This is an optimization exercise on Yosys and OpenROAD, whose aim is a short achievable clock period and few clock cycles, not a production implementation.
In this exercise RTL edits were held to simulation tests only and were not proved equivalent to the original.
Power figures rest on the tool's default switching activity, not on a simulated workload.

## design/flow/run.sh

```bash
#!/bin/bash
# synth_recipe.tcl (not shown) runs the flow's synth.tcl, then flattens the netlist and writes it again
# the make line also repeats each setting of config.mk as NAME=value (left out here)
make -C /OpenROAD-flow-scripts/flow DESIGN_CONFIG=/design/flow/config.mk WORK_HOME=/design/flow/orfs CLKGATE_MAP_FILE= SYNTH_SCRIPT=/design/flow/synth_recipe.tcl finish
```

## design/flow/config.mk

```make
export PLATFORM = sky130hd
export DESIGN_NAME = simpleos_core
export DESIGN_NICKNAME = simpleos_core
export VERILOG_FILES = /design/flow/design.v
export SDC_FILE = /design/flow/constraint.sdc
export NUM_CORES = 4
export LEC_CHECK = 0
export CAP_MARGIN = 20
export CORE_MARGIN = 2
export CORE_UTILIZATION = 45
export PLACE_DENSITY = 0.65
export SETUP_SLACK_MARGIN = 4.0
export SLEW_MARGIN = 20
export TNS_END_PERCENT = 30
```

## design/flow/constraint.sdc

```tcl
create_clock -name core_clock -period 7.0 [get_ports {clk}]
set_input_delay 1.4000 -clock core_clock [delete_from_list [all_inputs] [get_ports {clk}]]
set_output_delay 1.4000 -clock core_clock [all_outputs]
set_load 0.01 [all_outputs]
```

## design/flow/design.v

```verilog
module simpleos_core (
    input  wire        clk,
    input  wire        rst,           
    output wire        mem_req,
    output wire        mem_we,
    output wire [10:0] mem_addr,
    output wire [31:0] mem_wdata,
    input  wire        mem_ack,
    input  wire [31:0] mem_rdata,
    input  wire [6:0]  rnd_value,
    output wire        rnd_take,
    output wire        out_valid,
    output wire [1:0]  out_port,
    output wire [31:0] out_data,
    output wire        anom_valid,
    output wire [31:0] anom_pc,
    output wire [31:0] anom_op,
    output wire        halted,
    output wire [1:0]  halt_code,     
    output wire [31:0] halt_addr,
    output wire [31:0] reg_ac,
    output wire [31:0] reg_x,
    output wire [31:0] reg_y,
    output wire [31:0] reg_sp,
    output wire [31:0] reg_pc,
    output wire [31:0] reg_ir,
    output wire        reg_mode       
);
    localparam [31:0] USER_LIMIT    = 32'd1000;
    localparam [31:0] INT_HANDLER   = 32'd1500;
    localparam [31:0] SYS_STACK_TOP = 32'd2000;
    localparam [2:0] FA_PC = 3'd0, FA_SP = 3'd1, FA_SPM1 = 3'd2, FA_SPX = 3'd3,
                     FA_OPR = 3'd4, FA_OPRIX = 3'd5;
    function flt(input [31:0] a, input m);
        flt = a[31] || (a[30:11] != 21'd0) || (a[10:0] >= 11'd2000) ||
              (!m && (a[10:0] >= 11'd1000));
    endfunction
    function inr(input [31:0] a, input [10:0] lo, input [10:0] hi);
        inr = (a[31:11] == 21'd0) && (a[10:0] >= lo) && (a[10:0] <= hi);
    endfunction
    function fltp1(input [31:0] a, input m);
        fltp1 = !((a == 32'hFFFF_FFFF) || inr(a, 11'd0, m ? 11'd1998 : 11'd998));
    endfunction
    function fltm1(input [31:0] a, input m);
        fltm1 = !inr(a, 11'd1, m ? 11'd2000 : 11'd1000);
    endfunction
    function [31:0] add32(input [31:0] a, input [31:0] b, input cin);
        reg [31:0] g, p, gg, pp;
        integer i, d;
        begin
            g = a & b;
            p = a ^ b;
            gg = g;
            pp = p;
            gg[0] = g[0] | (p[0] & cin);
            for (d = 1; d < 32; d = d * 2)
                for (i = 31; i >= d; i = i - 1) begin
                    gg[i] = gg[i] | (pp[i] & gg[i-d]);
                    pp[i] = pp[i] & pp[i-d];
                end
            add32 = p ^ {gg[30:0], cin};
        end
    endfunction
    function fltsum(input [31:0] a, input [31:0] b, input m);
        reg [31:0] lo;
        reg [31:0] bn;
        reg        hz;
        begin
            lo = add32({21'd0, a[10:0]}, {21'd0, b[10:0]}, 1'b0);
            bn = add32({~b[31:11], 11'h7FF}, 32'd0, 1'b1);    
            hz = lo[11] ? (a[31:11] == ~b[31:11]) : (a[31:11] == bn[31:11]);
            fltsum = !hz || (lo[10:0] >= 11'd2000) || (!m && (lo[10:0] >= 11'd1000));
        end
    endfunction
    reg         s_f, s_o, s_d, s_x, s_w, s_u, s_q, s_h;    
    reg         bf;          
    reg         bfr;         
    reg         bad;         
    reg         ph;                                        
    reg  [31:0] pc, sp, ir, ac, x, y;
    reg         mode;
    reg         req, we;     
    reg  [10:0] aa;          
    reg  [31:0] wd;          
    reg  [31:0] opr;         
    reg  [31:0] ix;          
    reg  [20:0] ixn;         
    reg  [12:0] th_c, th_b, th_d;    
    reg  [2:0]  fsrc;        
    reg  [31:0] far;         
    reg i_lv, i_lad, i_lind, i_idx, i_st, i_put, i_jmp, i_jeq, i_jne, i_call;
    reg i_ret, i_pop, i_int, i_iret, i_ldac;
    reg p_add, p_tox, p_fromx, p_toy, p_fromy;
    reg p_tosp, p_fromsp, p_incx, p_decx, p_push, p_int;
    reg rzr;     
    reg  [31:0] alu_b;       
    reg         alu_ci;
    wire q_add = p_add && rzr, q_tox = p_tox && rzr, q_fromx = p_fromx && rzr;
    wire q_toy = p_toy && rzr, q_fromy = p_fromy && rzr, q_tosp = p_tosp && rzr;
    wire q_fromsp = p_fromsp && rzr, q_incx = p_incx && rzr, q_decx = p_decx && rzr;
    wire q_push = p_push && rzr, q_int = p_int && rzr;
    reg         ov;  reg [1:0] opt;
    reg         av;  reg [31:0] apc;
    reg         take;        
    reg         hlt; reg [1:0] hcode; reg [31:0] haddr;
    assign mem_req    = req && !bf && !bfr && !bad;
    assign mem_we     = we;
    assign mem_addr   = aa;
    assign mem_wdata  = wd;
    assign rnd_take   = take;
    assign out_valid  = ov;
    assign out_port   = opt;
    assign out_data   = ac;      
    assign anom_valid = av;
    assign anom_pc    = apc;
    assign anom_op    = ir;      
    assign halted     = hlt;
    assign halt_code  = hcode;
    assign halt_addr  = haddr;
    assign reg_ac     = ac;
    assign reg_x      = x;
    assign reg_y      = y;
    assign reg_sp     = sp;
    assign reg_pc     = pc;
    assign reg_ir     = ir;
    assign reg_mode   = mode;
    wire [31:0] pc1   = add32(pc, 32'd0, 1'b1);
    wire [31:0] spm1  = add32(sp, 32'hFFFF_FFFF, 1'b0);
    wire [31:0] spp1  = add32(sp, 32'd0, 1'b1);
    wire [31:0] acm1w = add32(ac, 32'hFFFF_FFFF, 1'b0);
    wire [10:0] acm1  = acm1w[10:0];
    wire [31:0] spx_w   = add32({21'd0, sp[10:0]}, {21'd0, x[10:0]}, 1'b0);
    wire [31:0] spac_w  = add32({21'd0, sp[10:0]}, {21'd0, ac[10:0]}, 1'b0);
    wire [10:0] spx_lo  = spx_w[10:0];
    wire [10:0] spac_lo = spac_w[10:0];
    wire f_pc   = flt(pc, mode);
    wire f_pcu  = flt(pc, 1'b0);
    wire f_pc1  = fltp1(pc, mode);
    wire f_opr  = flt(opr, mode);
    wire f_sp   = flt(sp, mode);
    wire f_ac   = flt(ac, mode);
    wire f_spm1 = fltm1(sp, mode);
    wire f_acm1 = fltm1(ac, mode);
    wire f_spp1 = fltp1(sp, mode);
    wire f_spx  = fltsum(sp, x, mode);
    wire f_spac = fltsum(sp, ac, mode);
    wire acz    = (ac == 32'd0);
    wire [31:0] ac_sum = add32(ac, alu_b, alu_ci);
    wire [31:0] x_p1  = add32(x, 32'd0, 1'b1);
    wire [31:0] x_m1  = add32(x, 32'hFFFF_FFFF, 1'b0);
    function [59:0] bounds(input [31:0] v, input m);
        reg [31:0] n;
        begin
            n = add32({~v[31:11], 11'h7FF}, 32'd0, 1'b1);
            bounds = {n[31:11],
                      13'd2048 - {2'b0, v[10:0]},
                      (m ? 13'd2000 : 13'd1000) - {2'b0, v[10:0]},
                      (m ? 13'd4048 : 13'd3048) - {2'b0, v[10:0]}};
        end
    endfunction
    wire [59:0] bnd_x  = bounds(x, mode);
    wire [59:0] bnd_y  = bounds(y, mode);
    wire [59:0] bnd_ac = bounds(ac, mode);
    reg  [31:0] fa;
    always @(*) begin
        case (fsrc)
            FA_SP:    fa = sp;
            FA_SPM1:  fa = spm1;
            FA_SPX:   fa = add32(sp, x, 1'b0);
            FA_OPR:   fa = opr;
            FA_OPRIX: fa = add32(opr, ix, 1'b0);
            default:  fa = pc;
        endcase
    end
    wire [31:0] rd    = mem_rdata;
    wire        f_rd  = flt(rd, mode);
    wire [31:0] ilo_w = add32({21'd0, rd[10:0]}, {21'd0, ix[10:0]}, 1'b0);
    wire [10:0] ilo   = ilo_w[10:0];
    wire        i_cy  = {2'b0, rd[10:0]} >= th_c;
    wire        in_nc = (rd[31:11] == ixn) && !th_b[12] && ({2'b0, rd[10:0]} < th_b);
    wire        in_cy = (rd[31:11] == ~ix[31:11]) && ({2'b0, rd[10:0]} < th_d);
    wire        f_idx = !(i_cy ? in_cy : in_nc);
    wire        rz = (rd[31:6] == 26'd0);
    wire [5:0]  r6 = rd[5:0];
    wire c_opnd = (r6 >= 6'd1 && r6 <= 6'd5) || r6 == 6'd7 || r6 == 6'd9 ||
                  (r6 >= 6'd20 && r6 <= 6'd23);
    wire c_spx  = r6 == 6'd6;
    wire c_get  = r6 == 6'd8;
    wire c_rdsp = r6 == 6'd24 || r6 == 6'd28 || (r6 == 6'd30 && mode);
    wire c_push = r6 == 6'd27;
    wire c_int  = r6 == 6'd29 && !mode;
    wire c_end  = r6 == 6'd50;
    wire c_valid = (r6 >= 6'd1 && r6 <= 6'd30) || c_end;
    wire [31:0] ac_n;
    wire [31:0] x_n, y_n;
    wire [10:0] spe_lo   = q_tosp ? ac[10:0] : sp[10:0];
    wire        f_spe    = q_tosp ? f_ac : f_sp;
    wire [10:0] spem1_lo = q_tosp ? acm1 : spm1[10:0];
    wire        f_spem1  = q_tosp ? f_acm1 : f_spm1;
    wire [31:0] spe      = q_tosp ? ac : sp;
    wire        spx_wait = q_tosp || q_incx || q_decx;    
    wire [10:0] spxe_lo  = q_tox ? spac_lo : spx_lo;
    wire        f_spxe   = q_tox ? f_spac : f_spx;
    wire idx_wait = q_incx || q_decx;                     
    wire k_spx  = c_spx && !spx_wait;
    wire k_xw   = c_spx && spx_wait;
    wire k_iw   = (r6 == 6'd4 || r6 == 6'd5) && idx_wait;
    wire k_opnd = c_opnd && !k_iw;
    wire push_wait = q_add || q_fromx || q_fromy || q_fromsp || take;    
    wire k_push = c_push && !push_wait;
    wire k_uw   = c_push && push_wait;
    wire k_none = c_end || k_xw || k_iw || k_uw;
    wire k_pc1  = !(k_spx || c_rdsp || c_push || c_int || k_none);
    wire k_f    = k_pc1 && !k_opnd;                       
    wire [10:0] aF = ({11{k_pc1}} & pc1[10:0]) | ({11{k_spx}} & spxe_lo) |
                     ({11{c_rdsp}} & spe_lo) | ({11{k_push}} & spem1_lo) |
                     ({11{c_int}} & 11'd1999);
    wire bF = (k_pc1 && f_pc1) || (k_spx && f_spxe) || (c_rdsp && f_spe) || (k_push && f_spem1);
    wire [2:0] faF = k_spx ? FA_SPX : c_rdsp ? FA_SP : k_push ? FA_SPM1 : FA_PC;
    wire o_jmp = i_jmp || (i_jeq && acz) || (i_jne && !acz);
    wire o_rd  = i_lad || i_lind || i_st || o_jmp;
    wire o_d   = i_lad || i_lind || i_st || i_idx || i_call;
    wire [10:0] aO = o_rd ? rd[10:0] : i_idx ? ilo : i_call ? spm1[10:0] : pc1[10:0];
    wire        bO = !(o_rd || i_idx) && (i_call ? f_spm1 : f_pc1);
    wire        rO = (o_rd && f_rd) || (i_idx && f_idx);
    wire        wO = i_st || i_call;
    wire [2:0] faO = (i_lad || i_lind || i_st) ? FA_OPR : i_idx ? FA_OPRIX :
                     i_call ? FA_SP : FA_PC;
    wire d_rd   = (i_lind && !ph) || i_ret;
    wire d_d    = (i_lind || i_int || i_iret) && !ph;
    wire d_spp1 = i_iret && !ph;
    wire d_1998 = i_int && !ph;
    wire d_1500 = i_int && ph;
    wire [10:0] aD = d_rd ? rd[10:0] : i_call ? opr[10:0] : d_spp1 ? spp1[10:0] :
                     d_1998 ? 11'd1998 : d_1500 ? 11'd1500 : pc[10:0];
    wire        bD = !d_rd && (i_call ? f_opr : d_spp1 ? f_spp1 :
                     (d_1998 || d_1500) ? 1'b0 : (i_iret ? f_pcu : f_pc));
    wire        rD = d_rd && f_rd;
    wire        wD = d_1998;
    wire [2:0] faD = (i_lind && !ph) ? FA_OPR : d_spp1 ? FA_SP : FA_PC;
    wire bfa  = bf || bfr;
    wire adv  = mem_ack && req && !bfa && !bad;      
    wire s_p  = (s_f || s_o || s_d) && bfa && !bad;  
    wire cF   = s_f && !bfa && !bad;
    wire cO   = s_o && !bfa && !bad;
    wire cD   = s_d && !bfa && !bad;
    wire stF  = s_f && adv;
    wire stO  = s_o && adv;
    wire stD  = s_d && adv;
    wire ac_ld = (stO && i_lv) || (stD && (i_ldac || (i_lind && ph)));
    wire ac_hd = !(q_add || q_fromx || q_fromy || q_fromsp ||
                   ac_ld || take);
    assign ac_n = ({32{q_add}} & ac_sum) |
                  ({32{q_fromx}} & x) | ({32{q_fromy}} & y) | ({32{q_fromsp}} & sp) |
                  ({32{ac_ld}} & rd) | ({32{take}} & {25'd0, rnd_value}) | ({32{ac_hd}} & ac);
    assign x_n  = q_tox ? ac : q_incx ? x_p1 : q_decx ? x_m1 : x;
    assign y_n  = q_toy ? ac : y;
    wire sp_sm = q_push || (stO && i_call);
    wire sp_sp = stD && (i_ret || i_pop || (i_iret && !ph));
    wire sp_sr = stD && i_iret && ph;
    wire sp_hd = !(q_tosp || sp_sm || q_int || sp_sp || sp_sr);
    wire [31:0] sp_n = ({32{q_tosp}} & ac) | ({32{sp_sm}} & spm1) |
                       ({32{q_int}} & (SYS_STACK_TOP - 32'd2)) | ({32{sp_sp}} & spp1) |
                       ({32{sp_sr}} & rd) | ({32{sp_hd}} & sp);
    wire pc_s1 = stF || (stO && !o_jmp);
    wire pc_sr = (stO && o_jmp) || (stD && (i_ret || (i_iret && !ph)));
    wire pc_so = stD && i_call;
    wire pc_si = stD && i_int && ph;
    wire pc_hd = !(pc_s1 || pc_sr || pc_so || pc_si);
    wire [31:0] pc_n = ({32{pc_s1}} & pc1) | ({32{pc_sr}} & rd) | ({32{pc_so}} & opr) |
                       ({32{pc_si}} & INT_HANDLER) | ({32{pc_hd}} & pc);
    always @(posedge clk) begin
        av   <= 1'b0;
        ov   <= 1'b0;
        take <= 1'b0;
        {p_add, p_tox, p_fromx, p_toy, p_fromy} <= 5'd0;
        {p_tosp, p_fromsp, p_incx, p_decx, p_push, p_int} <= 6'd0;
        if (rst) begin
            s_f   <= 1'b1; s_o <= 1'b0; s_d <= 1'b0; s_x <= 1'b0;
            s_w   <= 1'b0; s_u <= 1'b0; s_q <= 1'b0; s_h <= 1'b0;
            bf    <= 1'b0;
            bfr   <= 1'b0;
            bad   <= 1'b0;
            req   <= 1'b1;
            we    <= 1'b0;
            aa    <= 11'd0;
            ph    <= 1'b0;
            pc    <= 32'd0;
            sp    <= USER_LIMIT;
            ir    <= 32'hFFFF_FFFF;
            ac    <= 32'd0;
            x     <= 32'd0;
            y     <= 32'd0;
            mode  <= 1'b0;
            hlt   <= 1'b0;
            hcode <= 2'd0;
            haddr <= 32'd0;
        end else begin
            ac <= ac_n;
            x  <= x_n;
            y  <= y_n;
            sp <= sp_n;
            pc <= pc_n;
            if (q_int) mode <= 1'b1;
            if (sp_sr) mode <= 1'b0;
            if (bad) begin
                aa   <= pc[10:0];
                we   <= 1'b0;
                req  <= 1'b1;
                bf   <= f_pc;
                bfr  <= 1'b0;
                s_f  <= 1'b1; s_o <= 1'b0; s_d <= 1'b0; s_x <= 1'b0; s_w <= 1'b0;
                s_u  <= 1'b0;
                s_h  <= 1'b0;
                bad  <= 1'b0;
                fsrc <= FA_PC;
            end else if (s_p) begin
                s_f  <= 1'b0; s_o <= 1'b0; s_d <= 1'b0;
                req  <= 1'b0;
                bf   <= 1'b0;
                bfr  <= 1'b0;
                s_q  <= 1'b1;
            end else if (stF) begin
                aa   <= aF;
                we   <= k_push || c_int;
                req  <= !k_none;
                bf   <= bF;
                bfr  <= 1'b0;
                s_f  <= k_f;
                s_o  <= k_opnd;
                s_d  <= k_spx || c_rdsp || k_push || c_int;
                s_u  <= rz && k_uw;
                s_x  <= rz && k_xw;
                s_w  <= rz && k_iw;
                s_h  <= rz && c_end;
                bad  <= !rz && !k_f;
                fsrc <= faF;
            end else if (stO) begin
                aa   <= aO;
                we   <= wO;
                req  <= 1'b1;
                bf   <= bO;
                bfr  <= rO;
                s_f  <= !o_d;
                s_o  <= 1'b0;
                s_d  <= o_d;
                fsrc <= faO;
            end else if (stD) begin
                aa   <= aD;
                we   <= wD;
                req  <= 1'b1;
                bf   <= bD;
                bfr  <= rD;
                s_f  <= !d_d;
                s_d  <= d_d;
                fsrc <= faD;
            end else if (s_w) begin
                aa   <= pc[10:0];
                we   <= 1'b0;
                req  <= 1'b1;
                bf   <= f_pc;
                s_o  <= 1'b1;
                s_w  <= 1'b0;
                fsrc <= FA_PC;
                if (s_w) begin
                    ix <= ir[0] ? y : x;
                    {ixn, th_c, th_b, th_d} <= ir[0] ? bnd_y : bnd_x;
                end
            end else if (s_x) begin
                aa   <= spx_lo;
                we   <= 1'b0;
                req  <= 1'b1;
                bf   <= f_spx;
                s_d  <= 1'b1;
                s_x  <= 1'b0;
                fsrc <= FA_SPX;
            end else if (s_u) begin
                aa   <= spm1[10:0];
                we   <= 1'b1;
                wd   <= ac;
                req  <= 1'b1;
                bf   <= f_spm1;
                s_d  <= 1'b1;
                s_u  <= 1'b0;
                p_push <= 1'b1;
                fsrc <= FA_SPM1;
            end else if (s_q) begin
                s_q  <= 1'b0;
                s_h  <= 1'b1;
            end
            if (stF) ph <= 1'b0;
            else if (stD) ph <= 1'b1;
            if (cF) begin
                ir     <= rd;
                rzr    <= rz;
                i_lv   <= r6 == 6'd1;
                i_lad  <= r6 == 6'd2;
                i_lind <= r6 == 6'd3;
                i_idx  <= (r6 == 6'd4 || r6 == 6'd5);
                i_st   <= r6 == 6'd7;
                i_put  <= r6 == 6'd9;
                i_jmp  <= r6 == 6'd20;
                i_jeq  <= r6 == 6'd21;
                i_jne  <= r6 == 6'd22;
                i_call <= r6 == 6'd23;
                i_ret  <= r6 == 6'd24;
                i_pop  <= r6 == 6'd28;
                i_int  <= r6 == 6'd29;
                i_iret <= r6 == 6'd30;
                i_ldac <= (r6 == 6'd2 || r6 == 6'd4 || r6 == 6'd5 || r6 == 6'd6 ||
                                 r6 == 6'd28);
                ix     <= rd[0] ? (q_toy ? ac : y) : (q_tox ? ac : x);
                {ixn, th_c, th_b, th_d} <= rd[0] ? (q_toy ? bnd_ac : bnd_y) : (q_tox ? bnd_ac : bnd_x);
                wd     <= c_int ? spe : ac;
                alu_b  <= r6[0] ? (r6[1] ? y_n : ~y_n) : (r6[1] ? x_n : ~x_n);
                alu_ci <= !r6[1];
                apc    <= pc;
            end
            if (stF) begin
                p_add    <= r6 >= 6'd10 && r6 <= 6'd13;
                p_tox    <= r6 == 6'd14;
                p_fromx  <= r6 == 6'd15;
                p_toy    <= r6 == 6'd16;
                p_fromy  <= r6 == 6'd17;
                p_tosp   <= r6 == 6'd18;
                p_fromsp <= r6 == 6'd19;
                p_incx   <= r6 == 6'd25;
                p_decx   <= r6 == 6'd26;
                p_push   <= k_push;
                p_int    <= c_int;
                if (!(rz && c_valid)) av <= 1'b1;
                if (rz && c_get) take <= 1'b1;
            end
            if (cO) opr <= rd;
            if (cD && i_lind && !ph) opr <= rd;
            if (cO && i_st)          wd <= ac;
            if (cO && i_call)        wd <= pc1;
            if (stD && i_int && !ph) wd <= pc;
            if (cO && i_put) begin
                opt <= rd[1:0];
            end
            if (stO && i_put) ov <= (rd == 32'd1) || (rd == 32'd2);
            if (stF && rz && c_end) hlt <= 1'b1;
            if (s_p) far <= fa;
            if (s_q) begin
                hlt   <= 1'b1;
                haddr <= far;
                hcode <= (!mode && !far[31]) ? 2'd1 : 2'd2;
            end
        end
    end
endmodule
```

==> impl_metrics.yaml <==
critical_path:
  required_ps: 7560
  critPathLaunchType: "register"
  rr_startpoint: "ac[21]$_SDFF_PP0_"
  cp_cell_sequence: "buf_12 -> or4_4 -> or4_4 -> nor4_4 -> buf_6 -> mux2i_4 -> nor2b_4 -> buf_4 -> a21o_4 -> buf_4 -> buf_12 -> a21o_1 -> nand2_1 -> a21oi_1"
  cp_slowest_cell: "or4_4"
  reg2reg_to: "pc[27]$_SDFF_PP0_"
  r2r_slack_ps: 3400
  cpPeakStageDelay_ps: 580
  crit_path_end_kind: "register"
  r2r.worst_path.cells: 14
  cp_max_fo: 5
  arrival_ps: 4160
  path_class: "reg2reg"
yosys:
  synth-xor-area-share_pct: 8.12
  synth.top_cell.area_share_pct: 18.3
  synth_edf_count: 256
  synthTopCellsByArea: "edfxtp_1 18%, dfxtp_1 13%, xnor2_1 5.9%"
  syn_inst: 5420
  syn_nets: 5639
  muxShareOfSynthArea_pct: 3.73
  synth-async-reset-ratio_pct: 0
  synth_top_area_cell: "edfxtp_1"
  yosys.cell_count.top_type: "nand2_1"
  synth_seq_cells: 522
  yosysSeqAreaShare_pct: 30.9
  synth_top_family_by_area: "compound AO/OA/AOI/OAI gates"
  yosys_most_used_dff: "dfxtp_1"
  synthTopCellsByCount: "657 x nand2_1, 482 x nor2_1, 467 x a21oi_1"
  synth_compound_area_share_pct: 24.4
  synthDistinctLibCells: 89
  synth.avg_cell_area_um2: 7.76
  synth_fa_ha_area_share_pct: 5.37
  mappedNetlistArea_um2: 42100
  yosys.area_share.simple_pct: 20.8
  yosysWarnings: 1
routing:
  drt-pass1-iter-count: 10
  vias_per_cell: 6.85
  postRouteAntennaNets: 0
  wl_um: 234000
  drtIter0Drc: 8879
  dr_total_vias: 49800
  routedWlPerCell_um: 32.2
  drc: 0
clock_tree:
  cts_sinks: 522
  h-tree-depth: 3
  hold_buffers: 0
  cts_tree: "built"
  insertion_delay_ps: 680
  cts_buffers: 66
  clockBufferDepth: 3
  cts-root-buf: "clkbuf_16"
  clk_pin_slew_ps: 60
timing:
  hold_viol_final: 0
  fin_crit_sh_pct: 51.4
  rsz0062_at_grt: "true"
  worstMarginPinSlew_ps: 1100
  min_period_ps: 3600
  finalSetupTns_ps: 0
  fmax_mhz: 278
  skew_ps: 37.9
  timing.final.ws_setup_ps: 3400
  setup_viol: 0
  slew_viol_final: 0
  slew_headroom_pct: 24.9
final_layout:
  drive_above_1_share_pct: 21.3
  fillCellCount: 8094
  seqCellArea_um2: 13200
  final_nets: 6185
  area_delta_synth_final_pct: 36.2
  multi_input_area_um2: 29400
placed_design:
  dp_slack_ps: 1710
  place.gp.congestion: 1.07
  port_buffers: 415
  dp_hpwl_um: 154000
power:
  total_leakage_power_nw: 22.6
  vdd_drop_max_mv: 0.206
  power.density_nw_per_um2: 280
global_routing:
  grt_usage_pct: 46.3
  grt_max_degree: 133
  antenna_found_initial: 13
  grt_pass1_wl_um: 323000
  grt_pass1_vias: 45300
  grt_overflow: 0
die:
  fp-row-count: 112
  ioPinCount: 416
  die_x_um: 310
  design.die.area_um2: 95900
  core_um2: 92900
  start_util_pct: 45.3
  fp.dieH_um: 310
hold_path:
  holdPathStages: 2
  holdPathEnd: "haddr[28]$_SDFFE_PP0P_"
  hold_start: "far[28]$_DFFE_PP_"
  hold_class: "reg2reg"
outcome:
  status: "complete, no violations"
flow_run:
  cap_violations: 0
==> cells in the final DEF (no fill, tap or decap), drive strengths merged, types with 21 or more instances in the layout <==
cell type,n
a21o,64
and2,42
nor2b,34
a21oi,467
a31oi,92
dfxtp,266
nand3,163
a221oi,47
a211oi,85
nand4,54
or3,47
a222oi,26
xor2,107
edfxtp,256
nand2b,34
mux2i,151
buf,593
nor2,484
a22o,27
inv,133
nor3,162
ha,171
o21ai,385
o211ai,92
and3,52
clkbuf,96
xnor2,283
a22oi,40
dlymetal6s2s,48
o22ai,40
o21a,34
clkdlybuf4s50,340
nor4,70
nand2,657
or4,21
==> state kept, by name, summed over array words and instances, names as in the netlist, 11 cells and up <==
| signal | count |
|---|---|
| ac | 32 |
| alu_b | 32 |
| apc | 32 |
| far | 32 |
| haddr | 32 |
| ir | 32 |
| ix | 32 |
| opr | 32 |
| pc | 32 |
| sp | 32 |
| wd | 32 |
| x | 32 |
| y | 32 |
| ixn | 20 |
| th_b | 12 |
| aa | 11 |
==> where the power goes <==
group	total, mW	leakage (nW)	switching, mW	internal (mW)
sequential	4.46	4.64	0.508	3.95
clock	3.64	1.10	1.54	2.11
combinational	7.93	16.8	4.81	3.13
total	16.0	22.6	6.85	9.18
==> routing by layer <==
| layer | vias to the layer above | track usage, % | part of all wire [%] |
|---|---|---|---|
| met5 | - | 0 | 0.047 |
| met4 | 12 | 28.3 | 8.1 |
| met3 | 1063 | 15.8 | 16 |
| met2 | 4419 | 65.4 | 39 |
| met1 | 23500 | 60.6 | 36 |
| li1 | 20800 | - | - |
==> layout make-up <==
type / instances / area share [%]
clock inverters: 27 / 0.511
diodes: 2 / 0.00874
well taps: 1254 / 2.74
multi-input cells: 4233 / 51.3
repair buffers: 1007 / 18.0
inverters: 136 / 0.948
flip-flops and latches: 522 / 23.1
clock buffers: 94 / 3.41
==> worst max path at each step <==
stage,from,endpoint,slack [ps],cells after the start
2_1_floorplan,mem_ack,ix[0]$_DFFE_PP_,2730,4
3_3_place_gp,mem_rdata[4],aa[7]$_SDFFE_PP0P_,1790,10
3_5_place_dp,mem_rdata[4],aa[0]$_SDFFE_PP0P_,1710,10
4_1_cts,sp[0]$_SDFF_PP0_,far[30]$_DFFE_PP_,3480,15
5_1_grt,ac[21]$_SDFF_PP0_,pc[30]$_SDFF_PP0_,3360,12
6_report,ac[21]$_SDFF_PP0_,pc[27]$_SDFF_PP0_,3400,14
==> worst max-delay path: cells and delay by family, from the launching register on <==
kind                   cells  cell delay (ps)
buffers and inverters      5              700
and+or+nand+nor            5             1690
muxes                      1              300
AOI/OAI and AO/OA          3              440
DFF                        1              330
==> kinds of logic (layout without fill, tap and decap cells) <==
family	Yosys count	count (layout)
muxes	156	156
other	0	2
adders and majority gates	177	177
xor gates and xnor gates	390	390
DFF	522	522
and+or+nand+nor	1889	1895
AOI/OAI and AO/OA	1614	1615
buffers and inverters	672	1264
==> repair_timing <==
action / 4_1_cts / 5_1_grt
setup buffers: 276 / 100
pin swaps: 236 / 125
cloned: 18 / 3
endpoints found under the setup margin: 672 / 633
gates resized for setup: 757 / 368
==> through the flow <==
step / hold slack [ps] / util, % / power (mW) / instance area [µm²] / std cells
final: 478 / 61.6 / 16.0 / 57300 / 7275
after global routing: 490 / 61.6 / 16.4 / 57300 / 7273
after CTS: 484 / 59.3 / 15.3 / 55100 / 7170
after detailed placement: 470 / 50.8 / 10.7 / 47200 / 6755
after global placement: 461 / 50.8 / 10.7 / 47200 / 6754
after floorplan: 457 / - / 8.01 / 42200 / 5420
Testbench counts, summed over its fixed seeds: cycles 166,772.

[what the ideal ports hide]
The results above use ideal ports. As a check the final layout listed here was re-extracted and re-timed, cells and wires unchanged. Step 1: set_driving_cell puts a clkbuf_16 on clk and a buf_2 on each other input, an assumption about the parent block. Step 2 also shifts input and output timing later by t, the mid clock arrival at the registers, as if the neighbouring blocks saw the same clock. a / b / c = ideal / step 1 / step 2; a / b = the first two.
t (ns): 0.736
setup WS [ns]: 3.402 / 3.402 / 2.840
hold WS [ns]: 0.478 / 0.478 / 0.478
After both steps this run still meets setup and hold. For this run, drivers alone change the setup slack by 0.000 ns; drivers and shift together by -0.562 ns.
